From an optimization exercise on the open Yosys and OpenROAD flow, aimed at small area, a short achievable clock period and few clock cycles per item; shortcuts taken in it are not production practice. The RTL was checked by simulation tests, not by an equivalence proof against the original design.

==> flow/design.v (excerpt) <==
module gtd_tone (
    input  wire         clk,
    input  wire         rst,             
    input  wire [15:0]  cfg_n,
    input  wire [2:0]   cfg_nt,
    input  wire [17:0]  cfg_coeff0,
    input  wire [17:0]  cfg_coeff1,
    input  wire [17:0]  cfg_coeff2,
    input  wire [17:0]  cfg_coeff3,
    input  wire         cfg_line_src,
    input  wire         cfg_slice_inv,
    input  wire         in_valid,
    output wire         in_ready,
    input  wire [15:0]  in_sample,
    input  wire         clear,
    output reg          res_valid,
    output reg          res_kind,
    output reg  [1:0]   res_sym,
    output reg          res_level,
    output reg          res_level_valid,
    output wire [255:0] res_power
);
Size: roughly 22000 cells after synthesis, ~1400 flip-flops.
==> flow/config.mk <==
export PLATFORM = sky130hd
export DESIGN_NAME = gtd_tone
export DESIGN_NICKNAME = gtd_tone
export VERILOG_FILES = /design/flow/design.v
export SDC_FILE = /design/flow/constraint.sdc
export NUM_CORES = 4
export LEC_CHECK = 0
export ABC_AREA = 1
export CAP_MARGIN = 30
export CORE_MARGIN = 2
export CORE_UTILIZATION = 36
export PLACE_DENSITY = 0.5
export SLEW_MARGIN = 30
==> flow/constraint.sdc <==
create_clock -name core_clock -period 20.0 [get_ports {clk}]
set_input_delay 4.0000 -clock core_clock [delete_from_list [all_inputs] [get_ports {clk}]]
set_output_delay 4.0000 -clock core_clock [all_outputs]
set_load 0.01 [all_outputs]
standard.sh (not shown) runs the stock make flow with config.mk's settings and CLKGATE_MAP_FILE= SYNTH_SCRIPT=/design/flow/synth_recipe.tcl, a recipe that flattens the netlist after the stock synthesis.
==> flow/flow/run.sh <==
#!/bin/bash
set -euo pipefail
bash standard.sh SETUP_SLACK_MARGIN=13.5 MATCH_CELL_FOOTPRINT=0 finish > standard.log 2>&1
Testbench counts at the start, summed over its fixed seeds: cycles 11,792, samples 9,600.
Change:
==> flow/flow/run.sh (replaced) <==
#!/bin/bash
set -euo pipefail
bash standard.sh SETUP_SLACK_MARGIN=14 MATCH_CELL_FOOTPRINT=0 finish > standard.log 2>&1
Clock-buffer cell count stays the same.
Cell count increases slightly.
Die area stays the same.
Maximum frequency rises by a few percent.
Change:
==> flow/flow/run.sh (replaced) <==
#!/bin/bash
set -euo pipefail
bash standard.sh SETUP_SLACK_MARGIN=13.5 MATCH_CELL_FOOTPRINT=0 finish > standard.log 2>&1
Settings changed: CAP_MARGIN 30 to 20, SLEW_MARGIN 30 to 20.
What happened: Critical path depth went down by 2. Count of clock-buffer cells in the layout went up by 18. Routed wire length went down by 2.9%. Setup slack is worse by 0.35 ns. Via count went down by 2.7%. Die area does not change. Clock skew went up by 0.019 ns. Area after synthesis is unchanged. Global-route usage went down by 0.86 points.
Change:
==> flow/run.sh (new file) <==
#!/bin/bash
# synth_recipe.tcl (not shown) runs the flow's synth.tcl, then flattens the netlist and writes it again
# the make line also repeats each setting of config.mk as NAME=value (left out here)
make -C /OpenROAD-flow-scripts/flow DESIGN_CONFIG=/design/flow/config.mk WORK_HOME=/design/flow/orfs CLKGATE_MAP_FILE= SYNTH_SCRIPT=/design/flow/synth_recipe.tcl finish
Settings changed: CAP_MARGIN 20 to 30, SLEW_MARGIN 20 to 30.
removed: flow/flow/run.sh
removed: flow/standard.sh
Count of clock-buffer cells in the layout goes down by 2.
Final cell count went down slightly.
Worst hold slack improved by 0.066 ns.
Utilization fell by 1.2 points.
Routed wire length climbs slightly.
Via count decreases slightly.
Critical path depth climbs by 2.
Global-route usage is higher by 1.0 points.
Final area fell by a few percent.

========
gtd_tone again, from the RTL that the note above started with.
==> flow/config.mk <==
export PLATFORM = sky130hd
export DESIGN_NAME = gtd_tone
export DESIGN_NICKNAME = gtd_tone
export VERILOG_FILES = /design/flow/design.v
export SDC_FILE = /design/flow/constraint.sdc
export NUM_CORES = 4
export LEC_CHECK = 0
export ABC_AREA = 1
export CAP_MARGIN = 30
export CORE_MARGIN = 2
export CORE_UTILIZATION = 36
export PLACE_DENSITY = 0.5
export SLEW_MARGIN = 30
==> flow/constraint.sdc <==
create_clock -name core_clock -period 20.0 [get_ports {clk}]
set_input_delay 4.0000 -clock core_clock [delete_from_list [all_inputs] [get_ports {clk}]]
set_output_delay 4.0000 -clock core_clock [all_outputs]
set_load 0.01 [all_outputs]
==> flow/flow/run.sh <==
#!/bin/bash
set -euo pipefail
bash standard.sh SETUP_SLACK_MARGIN=14 MATCH_CELL_FOOTPRINT=0 cts > standard_cts.log 2>&1
bash standard.sh MATCH_CELL_FOOTPRINT=0 finish > standard_finish.log 2>&1
The starting point completed with no timing, DRC or antenna violations.
Testbench counts at the start, summed over its fixed seeds: cycles 11,792, samples 9,600.
Change:
- CAP_MARGIN: 30 -> 20
- SLEW_MARGIN: 30 -> 20
The changed run ran to the end with no violations.
Wire length is about the same.
Register-to-register slack improves by 0.11 ns.
Final cell count stays flat.
Setup slack improves by 0.11 ns.
Non-clock buffer count rises by 24.
Maximum frequency rises by 1.7%.

[what the ideal ports hide]
In the flow no input, the clock included, has a driving cell. The finished layouts below were timed again as built, in two steps. Step 1 assumes that a clkbuf_16 drives the clock port and a buf_2 every other input. Step 2 adds t to the input delays and takes it off the output delays; t is the mean of the earliest and latest rising clock arrival at the registers after step 1. Input paths then give back, and output paths get back, about the clock's delay inside the block. a / b / c = ideal ports / drivers / drivers and shift; a / b = the first two.
run	t (ns)	slack for setup (ns)	clock arrival spread, ns	pins driven straight from the clock port
the first run of note 1	1.115	13.331 / 13.303 / 13.125	0.172 / 0.171	1
the second run of note 1	1.111	13.718 / 13.718 / 12.874	0.161 / 0.161	1
the third run of note 1	1.119	13.366 / 13.273 / 12.933	0.179 / 0.179	1
the fourth run of note 1	1.109	11.462 / 11.462 / 11.462	0.129 / 0.128	1
the first run of note 2	1.109	13.396 / 13.396 / 12.838	0.165 / 0.165	1
the second run of note 2	1.127	13.505 / 13.505 / 12.847	0.183 / 0.184	1
After both steps every run listed still meets setup and hold. The setup slack of the second run of note 1, which loses most, moves by 0.000 ns with the drivers and by -0.844 ns with both steps.
